Background: an optimization exercise with open tools, aiming at small area, a short achievable clock period and few clock cycles. Do not read the settings as production practice. Only simulation tests tie the RTL to the original design; equivalence was not proved.

--- config.mk ---
export PLATFORM = sky130hd
export DESIGN_NAME = fm_demod
export DESIGN_NICKNAME = fm_demod
export VERILOG_FILES = /design/flow/design.v
export SDC_FILE = /design/flow/constraint.sdc
export NUM_CORES = 4
export LEC_CHECK = 0
export CAP_MARGIN = 20
export CORE_MARGIN = 2
export CORE_UTILIZATION = 40
export SLEW_MARGIN = 20
--- constraint.sdc ---
create_clock -name core_clock -period 12.0 [get_ports {clk}]
set_input_delay 2.4000 -clock core_clock [delete_from_list [all_inputs] [get_ports {clk}]]
set_output_delay 2.4000 -clock core_clock [all_outputs]
set_load 0.01 [all_outputs]
--- design.v ---
module fm_demod (
    input  wire        clk,
    input  wire        rst,
    input  wire        cfg_valid,
    output wire        cfg_ready,
    input  wire [15:0] cfg_d,
    input  wire [15:0] cfg_alpha,
    input  wire        in_valid,
    output wire        in_ready,
    input  wire [7:0]  in_i,
    input  wire [7:0]  in_q,
    output reg         out_valid,
    output reg  [15:0] out_pcm
);
    localparam [15:0] REGMASK = 16'b1001010101010100;
    localparam integer NSTG = 7;        
    localparam integer DB   = 3;        
    localparam integer DCYC = 5;        
    localparam integer FB   = 4;        
    localparam integer FCYC = 4;        
    localparam integer WGAP = FCYC + 2;
    localparam integer PIPE = 4 + NSTG;             
    localparam integer BUSY = PIPE + 2 + DCYC + FCYC + 4;
    reg [15:0] dm1;         
    reg [15:0] alpha_c;     
    reg [15:0] rc;          
    reg [3:0]  gap;         
    reg        in_rdy, cfg_rdy, cfg1;
    reg [5:0]  bc;          
    assign in_ready  = in_rdy;
    assign cfg_ready = cfg_rdy;
    wire acc_in  = in_valid & in_rdy;
    wire acc_cfg = cfg_valid & cfg_rdy;
    wire        last_now  = (rc == 16'd0);
    wire        first_now = (rc == dm1);
    wire [15:0] dm1_dec   = (dm1 == 16'd0) ? 16'd0 : dm1 - 16'd1;
    wire [3:0]  gap_inc   = (gap == 4'd15) ? 4'd15 : gap + 4'd1;
    wire nl_acc  = last_now ? (dm1 == 16'd0) : (rc == 16'd1);
    wire rdy_idle = !last_now || (gap_inc >= WGAP);
    wire rdy_acc2 = last_now ? (!nl_acc || (1 >= WGAP))
                             : (!nl_acc || (gap_inc >= WGAP));
    wire rdy_cfg1 = (dm1_dec != 16'd0) || (gap_inc >= WGAP);
    wire [5:0] bc_dec = (bc == 6'd0) ? 6'd0 : bc - 6'd1;
    always @(posedge clk) begin
        if (rst) begin
            dm1     <= 16'd0;
            alpha_c <= 16'hffff;
            rc      <= 16'd0;
            gap     <= 4'd15;
            in_rdy  <= 1'b0;
            cfg_rdy <= 1'b0;
            cfg1    <= 1'b0;
            bc      <= 6'd0;
        end else begin
            cfg1 <= acc_cfg;
            if (acc_cfg) begin
                dm1     <= cfg_d;
                alpha_c <= cfg_alpha;
            end else if (cfg1) begin
                dm1 <= dm1_dec;
                rc  <= dm1_dec;
            end else if (acc_in) begin
                rc  <= last_now ? dm1 : rc - 16'd1;
            end
            if (acc_in && last_now)
                gap <= 4'd1;
            else
                gap <= gap_inc;
            if (acc_in && last_now)
                bc <= BUSY;
            else
                bc <= bc_dec;
            if (acc_cfg)
                in_rdy <= 1'b0;
            else if (cfg1)
                in_rdy <= rdy_cfg1;
            else if (acc_in)
                in_rdy <= rdy_acc2;
            else
                in_rdy <= rdy_idle;
            cfg_rdy <= (acc_in && last_now) ? 1'b0 : (bc_dec == 6'd0) && !acc_cfg;
        end
    end
    reg [7:0] r1_i, r1_q;
    reg       v1, f1, l1;
    reg signed [8:0] prev_c, prev_d;
    always @(posedge clk) begin
        r1_i <= in_i;
        r1_q <= in_q;
        f1   <= first_now;
        l1   <= last_now;
        if (rst) v1 <= 1'b0;
        else     v1 <= acc_in;
    end
    wire signed [8:0] a1 = {~r1_i[7], r1_i[6:0], 1'b1};
    wire signed [8:0] b1 = {~r1_q[7], r1_q[6:0], 1'b1};
    always @(posedge clk) begin
        if (rst || cfg1) begin
            prev_c <= 9'sd255;
            prev_d <= 9'sd0;
        end else if (v1) begin
            prev_c <= a1;
            prev_d <= b1;
        end
    end
    wire signed [17:0] re1 = a1 * prev_c + b1 * prev_d;
    wire signed [17:0] im1 = b1 * prev_c - a1 * prev_d;
    reg signed [17:0] re2, im2;
    reg v2, f2, l2;
    always @(posedge clk) begin
        re2 <= re1;
        im2 <= im1;
        f2  <= f1;
        l2  <= l1;
        if (rst) v2 <= 1'b0;
        else     v2 <= v1;
    end
    wire sr2 = re2[17];
    wire si2 = im2[17];
    wire [17:0] x1c = (re2 ^ {18{sr2}}) + (im2 ^ {18{si2}}) + {17'd0, sr2} + {17'd0, si2};
    wire [17:0] y1c = (re2 ^ {18{~si2}}) + (im2 ^ {18{sr2}}) + {17'd0, ~si2} + {17'd0, sr2};
    reg [17:0] x3;
    reg [17:0] y3;
    reg sr3, si3, ax3, v3, f3, l3;
    always @(posedge clk) begin
        x3  <= x1c;
        y3  <= y1c;
        sr3 <= sr2;
        si3 <= si2;
        ax3 <= (im2 == 18'sd0);
        f3  <= f2;
        l3  <= l2;
        if (rst) v3 <= 1'b0;
        else     v3 <= v2;
    end
    function integer WY;
        input integer i;
        begin
            if (i <= 1)       WY = 23;
            else if (i >= 14) WY = 11;
            else              WY = 25 - i;
        end
    endfunction
    wire [22*17-1:0] xs;
    wire [23*17-1:0] ys;
    wire [16*17-1:0] bs;      
    wire [6*17-1:0]  fl;      
    assign xs[22*1 +: 22] = {x3, 4'b0};
    assign ys[23*1 +: 23] = {y3[17], y3, 4'b0};
    assign bs[16*1 +: 16] = 16'd0;
    assign fl[6*1 +: 6]   = {sr3, si3, ax3, v3, f3, l3};
    genvar gi;
    generate
        for (gi = 1; gi <= 15; gi = gi + 1) begin : it
            localparam integer W  = WY(gi);
            localparam integer WN = WY(gi + 1);
            wire [21:0]         xi = xs[22*gi +: 22];
            wire [22:0]         yslot = ys[23*gi +: 23];
            wire signed [W-1:0] yi = yslot[W-1:0];
            wire                pos = ~yi[W-1];
            wire signed [21:0]  ysh = yi >>> gi;           
            wire [22:0]         xsh = {1'b0, xi} >> gi;
            wire [21:0]         xn  = pos ? xi + ysh : xi - ysh;
            wire [WN-1:0]       yn  = pos ? yi[WN-1:0] - xsh[WN-1:0]
                                          : yi[WN-1:0] + xsh[WN-1:0];
            wire [15:0]         bn  = bs[16*gi +: 16] | ({15'd0, pos} << gi);
            wire [22:0]         yne = {{(23-WN){yn[WN-1]}}, yn};
            if (REGMASK[gi]) begin : r
                reg [21:0] xr;
                reg [22:0] yr;
                reg [15:0] br;
                reg [5:0]  fr;
                always @(posedge clk) begin
                    xr <= xn;
                    yr <= yne;
                    br <= bn;
                    fr <= fl[6*gi +: 6];
                    if (rst) fr[2] <= 1'b0;
                end
                assign xs[22*(gi+1) +: 22] = xr;
                assign ys[23*(gi+1) +: 23] = yr;
                assign bs[16*(gi+1) +: 16] = br;
                assign fl[6*(gi+1) +: 6]   = fr;
            end else begin : c
                assign xs[22*(gi+1) +: 22] = xn;
                assign ys[23*(gi+1) +: 23] = yne;
                assign bs[16*(gi+1) +: 16] = bn;
                assign fl[6*(gi+1) +: 6]   = fl[6*gi +: 6];
            end
        end
    endgenerate
    wire [15:0] bz = bs[16*16 +: 16];
    wire [5:0]  flz = fl[6*16 +: 6];
    wire        srz = flz[5], siz = flz[4], axz = flz[3];
    wire signed [18:0] qk = srz ? (siz ? -19'sd217187 : 19'sd91645)
                                : (siz ? -19'sd114243 : -19'sd11299);
    wire [18:0] p1 = (bz[1] ? 19'd60772 : 19'd0) + (bz[2] ? 19'd32110 : 19'd0) +
                     (bz[3] ? 19'd16300 : 19'd0) + (bz[4] ? 19'd8182 : 19'd0) +
                     (bz[5] ? 19'd4094 : 19'd0);
    wire [18:0] fz = {7'd0, bz[6], bz[7], bz[8], bz[9], bz[10], bz[11], bz[12],
                      bz[13], bz[14], bz[15], 2'b00};
    wire [18:0] zz = qk + p1 + fz;
    wire signed [15:0] phic = axz ? (srz ? 16'sd25736 : 16'sd0) : zz[18:3];
    reg signed [15:0] phi;
    reg vp, fp, lp;
    always @(posedge clk) begin
        phi <= phic;
        fp  <= flz[1];
        lp  <= flz[0];
        if (rst) vp <= 1'b0;
        else     vp <= flz[2];
    end
    reg signed [31:0] sum;
    reg               dstart;
    always @(posedge clk) begin
        if (vp)
            sum <= fp ? {{16{phi[15]}}, phi} : sum + {{16{phi[15]}}, phi};
        if (rst) dstart <= 1'b0;
        else     dstart <= vp & lp;
    end
    localparam integer NQ = DB * DCYC;
    wire [31:0] mag = sum[31] ? -sum : sum;
    reg  [15:0] drem;
    reg  [NQ-1:0] dquo;
    reg         dneg;
    reg  [2:0]  dcnt;
    reg         ddone;
    reg [15:0] nrem;
    reg [NQ-1:0] nquo;
    reg [17:0] trial;
    integer k;
    always @(*) begin
        nrem = drem;
        nquo = dquo;
        for (k = 0; k < DB; k = k + 1) begin
            trial = {1'b0, nrem, nquo[NQ-1]} + {2'b01, ~dm1};    
            if (trial[17]) begin        
                nrem = trial[15:0];
                nquo = {nquo[NQ-2:0], 1'b1};
            end else begin
                nrem = {nrem[14:0], nquo[NQ-1]};
                nquo = {nquo[NQ-2:0], 1'b0};
            end
        end
    end
    always @(posedge clk) begin
        if (rst) begin
            dcnt  <= 3'd0;
            ddone <= 1'b0;
        end else begin
            ddone <= (dcnt == 3'd1);
            if (dstart) begin
                dcnt <= DCYC;
            end else if (dcnt != 3'd0) begin
                dcnt <= dcnt - 3'd1;
            end
        end
        if (dstart) begin
            dneg <= sum[31];
            drem <= mag[NQ+15:NQ];
            dquo <= mag[NQ-1:0];
        end else if (dcnt != 3'd0) begin
            drem <= nrem;
            dquo <= nquo;
        end
    end
    reg signed [23:0] yprev;
    reg signed [25:0] facc;
    reg signed [24:0] fdiff;
    reg [15:0]        fco;
    reg [2:0]         fcnt;
    reg               fdone, ovld;
    wire signed [15:0] avg = dneg ? -$signed({1'b0, dquo[14:0]}) : $signed({1'b0, dquo[14:0]});
    wire signed [24:0] diffc = {avg[15], avg, 8'd0} - {yprev[23], yprev};
    reg signed [29:0] fsum;
    integer j;
    always @(*) begin
        fsum = {{4{facc[25]}}, facc};
        for (j = 0; j < FB; j = j + 1)
            if (fco[j]) fsum = fsum + ($signed({{5{fdiff[24]}}, fdiff}) <<< j);
    end
    always @(posedge clk) begin
        if (rst) begin
            fcnt  <= 3'd0;
            fdone <= 1'b0;
        end else begin
            fdone <= (fcnt == 3'd1);
            if (ddone)
                fcnt <= FCYC;
            else if (fcnt != 3'd0)
                fcnt <= fcnt - 3'd1;
        end
        if (ddone) begin
            fdiff <= diffc;
            facc  <= {diffc[24], diffc};
            fco   <= alpha_c;
        end else if (fcnt != 3'd0) begin
            facc <= fsum[FB+25:FB];
            fco  <= fco >> FB;
        end
    end
    wire signed [30:0] y125 = ($signed(yprev) <<< 7) - ($signed(yprev) <<< 1) - $signed(yprev);
    wire signed [30:0] yr   = y125 + (yprev[23] ? 31'sd16383 : 31'sd0);
    wire signed [16:0] yq   = yr[30:14];
    wire [15:0] pcm = (yq > 17'sd32767) ? 16'h7fff :
                      (yq < -17'sd32768) ? 16'h8000 : yq[15:0];
    always @(posedge clk) begin
        if (rst || cfg1)
            yprev <= 24'sd0;
        else if (fdone)
            yprev <= yprev + facc[23:0];
        if (rst) begin
            ovld      <= 1'b0;
            out_valid <= 1'b0;
        end else begin
            ovld      <= fdone;
            out_valid <= ovld;
        end
        out_pcm <= pcm;
    end
endmodule
--- run.sh ---
#!/bin/bash
# synth_recipe.tcl (not shown) runs the flow's synth.tcl, then flattens the netlist and writes it again
# the make line also repeats each setting of config.mk as NAME=value (left out here)
make -C /OpenROAD-flow-scripts/flow DESIGN_CONFIG=/design/flow/config.mk WORK_HOME=/design/flow/orfs CLKGATE_MAP_FILE= SYNTH_SCRIPT=/design/flow/synth_recipe.tcl finish
==> parameters.txt <==
Parameter                              Value

Placement
  Number of input and output port buffers inserted    70
  Routability congestion estimate    0.897
  Post-Place Cell Area    0.0831 sq mm
  Half-perimeter wire length of the detailed placement result    164,000 um

Clocking
  Post-CTS Repair Setup Buffers    0
  Num Clock Sinks    709
  Hold-fix buffers, CTS    0
  Clock transition time at the flip-flop clock pins of the worst setup and hold paths    60 ps
  Number of instances resized during post-cts repair    0
  Cts bufs inserted    87
  Maximum clock insertion buffer count    3
  Root buffer cell    clkbuf_16
  TritonCTS clock tree    yes
  Clock network latency to the later pin of the worst-skew pair    730 ps
  Number of H-tree levels    3

Setup path
  Top delay family on crit path    compound AO/OA/AOI/OAI gates
  Delay of the slowest critical-path stage    640 ps
  Worst endpoint data arrival time    10,360 ps
  Endpoint class of the critical path    flip-flop
  Worst path buffer plus inverter count    1
  Crit-path slowest cell    a2111oi_0
  Worst EP required    12,450 ps
  Critical path type    flip-flop to flip-flop
  Kind of start point of the critical path    flip-flop
  CP Max Fanout    6
  Cell repeated most along the worst path    a21oi_1

GRT
  Maximum number of pins on one net before global-route repair    62
  Via count of the first global-routing pass    64.6k
  Wire length of the first global-routing pass    333,000 um
  Grt ovf    0
  Overall track demand over capacity in global routing    19.8%
  Initial antenna violation count    5

Final layout
  Finished Cell Area    0.0862 sq mm
  Fillcell total    19.6k
  FF+latch area    0.0155 sq mm
  Fraction of final layout cells with drive strength greater than 1    3.92%
  Nets    10.9k
  Area of the multi-input gates    0.0599 sq mm
  Synth-to-layout area growth    8.37%

Detailed routing
  Number of search-and-repair iterations in the first detailed-routing pass    8
  DRC violations left    0
  Total vias in the final route    64.9k
  DRT iter0 DRCs    3,684
  Detailed-route vias per instance    5.38
  Post-detailed-route count of antenna-violating nets    0
  Final Routed Wirelength    204,000 um
  Routed len/inst    16.9 um

Timing
  Worst slew margin relative to its limit    25.5%
  Hold Violations, Final    0
  Final number of setup-violating endpoints    0
  Final count of pins violating max slew    0
  RSZ-0062 raised after global routing    false
  Clock period minus final worst setup slack    9910 ps
  Least-Margin Pin Slew    1120 ps
  Post-route fraction of the period consumed by the critical path    82.6%
  Worst-case clock skew    60.7 ps
  Maximum clock frequency    101 MHz
  Fin Setup TNS    0 ps

Yosys
  Top cells by area, synth    ha_1, dfxtp_1, fa_1, xnor2_1, edfxtp_1
  Number of warnings printed during yosys synthesis    1
  Mean Syn Cell Area    8.49 sq um
  Distinct cell type count of the synthesized netlist    98
  Post-synthesis instance area    0.0795 sq mm
  Proportion of synthesized chip area in sequential cells    19.5%
  Largest area contributor in the synthesized netlist    ha_1
  Net Count, Synth    10.9k
  Fraction of synthesis flops using an asynchronous set or reset pin    0%
  Seq cells post-synth    709
  Area share of the largest cell type after synthesis    17.2%
  Most common flop cell mapped by yosys    dfxtp_1
  Synthesized netlist cell count    9,370
  EDFF count, synth    131

Floorplan
  Die Ht    450 um
  Ports    71
  Site row count    163
  Initial cell density of the core    40.3%
  Area of the core    0.197 sq mm
  Die Footprint    0.202 sq mm
  Die width    450 um

Run
  Number of maximum-capacitance constraint violations    0

Outcome
  Run status  timing/DRC/antenna clean

Hold path
  Hold Crit Class    flip-flop to flip-flop
==> per-layer routing <==
metal,vias to the layer above,global-route usage [%],wire length (um)
li1,32500,-,-
met1,31000,25.3,92400
met2,1058,35.6,100000
met3,254,1.86,6500
met4,0,4.48,4270
met5,-,0,0
==> final timing paths <==
check                                      startpoint  depth (start not counted)                     to  slack (ps)
worst max-delay path               fdiff[1]$_DFFE_PP_                         35     facc[25]$_DFFE_PP_        2090
worst min-delay path            it[6].r.br[1]$_DFF_P_                          0  it[8].r.br[1]$_DFF_P_         290
worst max register to register     fdiff[1]$_DFFE_PP_                         35     facc[25]$_DFFE_PP_        2090
worst min register to register  it[6].r.br[1]$_DFF_P_                          0  it[8].r.br[1]$_DFF_P_         290
==> cell usage in the layout (no fill, tap or decap), types with 69 or more instances in the layout <==
master,netlist,final
ha_1,1093,1093
inv_1,881,881
nor2_1,774,773
xnor2_1,703,700
a21oi_1,660,660
nand2_1,652,652
dfxtp_1,578,574
fa_1,432,432
o21ai_0,419,419
xor2_1,372,372
nor3_1,252,252
a21o_1,184,184
nor2b_1,165,165
and2_1,147,147
nand3_1,132,132
edfxtp_1,131,131
nand2b_1,127,126
o21a_1,104,104
a31oi_1,91,91
clkbuf_16,0,87
o21bai_1,84,84
mux2i_1,76,76
mux2_2,75,75
nor4_1,74,74
a211oi_1,74,74
clkdlybuf4s50_1,0,69
==> through the flow <==
| stage | instances | utilization [%] | hold WS (ps) | worst slack, ps |
|---|---|---|---|---|
| floorplan | 9370 | - | 310 | 3520 |
| global placement | 11900 | 42.1 | 310 | 2260 |
| detailed placement | 11900 | 42.1 | 312 | 2220 |
| CTS | 12100 | 43.6 | 296 | 2140 |
| global route | 12100 | 43.7 | 303 | 1470 |
| finish | 12100 | 43.7 | 293 | 2090 |
==> logic make-up (layout without fill, tap and decap cells) <==
group,after synthesis,after routing,share of synthesized area (%)
xor gates and xnor gates,1078,1078,11.9
buffers and inverters,1119,1177,5.30
muxes,151,151,2.02
other,0,2,0
DFF,709,709,19.5
and+or+nand+nor,2666,2666,16.2
adders and majority gates,1525,1525,28.1
AOI/OAI and AO/OA,2122,2122,16.9
==> cell usage after synthesis, drive strengths merged (49+ instances only) <==
cell type and n:
dfxtp 578, a21o 184, o21a 105, edfxtp 131, a31oi 91, xnor2 703
mux2 75, or3 63, a21oi 661, nor2 774, fa 432, o211ai 49
a211oi 74, nor4 74, o21ai 462, nand2 652, mux2i 76, xor2 372
and3 57, inv 885, nand4 50, nor2b 165, o31ai 61, nand3 132
o21bai 84, nor3 253, and2 147, ha 1093, a21boi 60, nand2b 127
clkbuf 203
==> sequential cells by signal, indices dropped and copies added, names as in the netlist, 8 cells and up <==
register,count
re2,17
fdiff,25
fco,16
out_pcm,16
rc,16
dquo,15
it.r.yr,101
it.r.xr,131
facc,26
it.r.fr,42
alpha_c,16
prev_c,8
y3,18
it.r.br,57
im2,18
r1_i,8
r1_q,8
x3,18
sum,32
phi,16
yprev,24
drem,16
dm1,16
prev_d,9
==> layout make-up <==
class | count | share of cell area, %
antenna | 2 | 0.00581
clock buffer | 101 | 2.65
clock inverter | 61 | 0.903
inverter | 892 | 3.89
multi-input combinational | 7542 | 69.5
sequential | 709 | 18.0
tap | 2640 | 3.83
timing repair buffer | 123 | 1.28
Testbench counts, summed over its fixed seeds: cycles 39,195.

port drivers added, routing unchanged:
Ports are ideal in the flow. The routed layout listed here was re-timed in OpenROAD.
Step 1 assumes that a clkbuf_16 drives the clock port and a buf_2 every other input.
Step 2 times the ports against the registers' clock, not the clock port: input delays grow and output delays shrink by t, the midpoint of the rising clock arrivals with the driver on.
Slacks: ideal / step 1 / step 2; pairs: ideal / step 1.
t, ns: 0.797
slack for setup (ns): 2.091 / 2.091 / 2.091
worst setup path after step 2: register to register
pins driven straight from the clock port: 1
After both steps setup and hold are still met in this run. For this run, drivers alone change the setup slack by 0.000 ns; drivers and shift together by 0.000 ns.
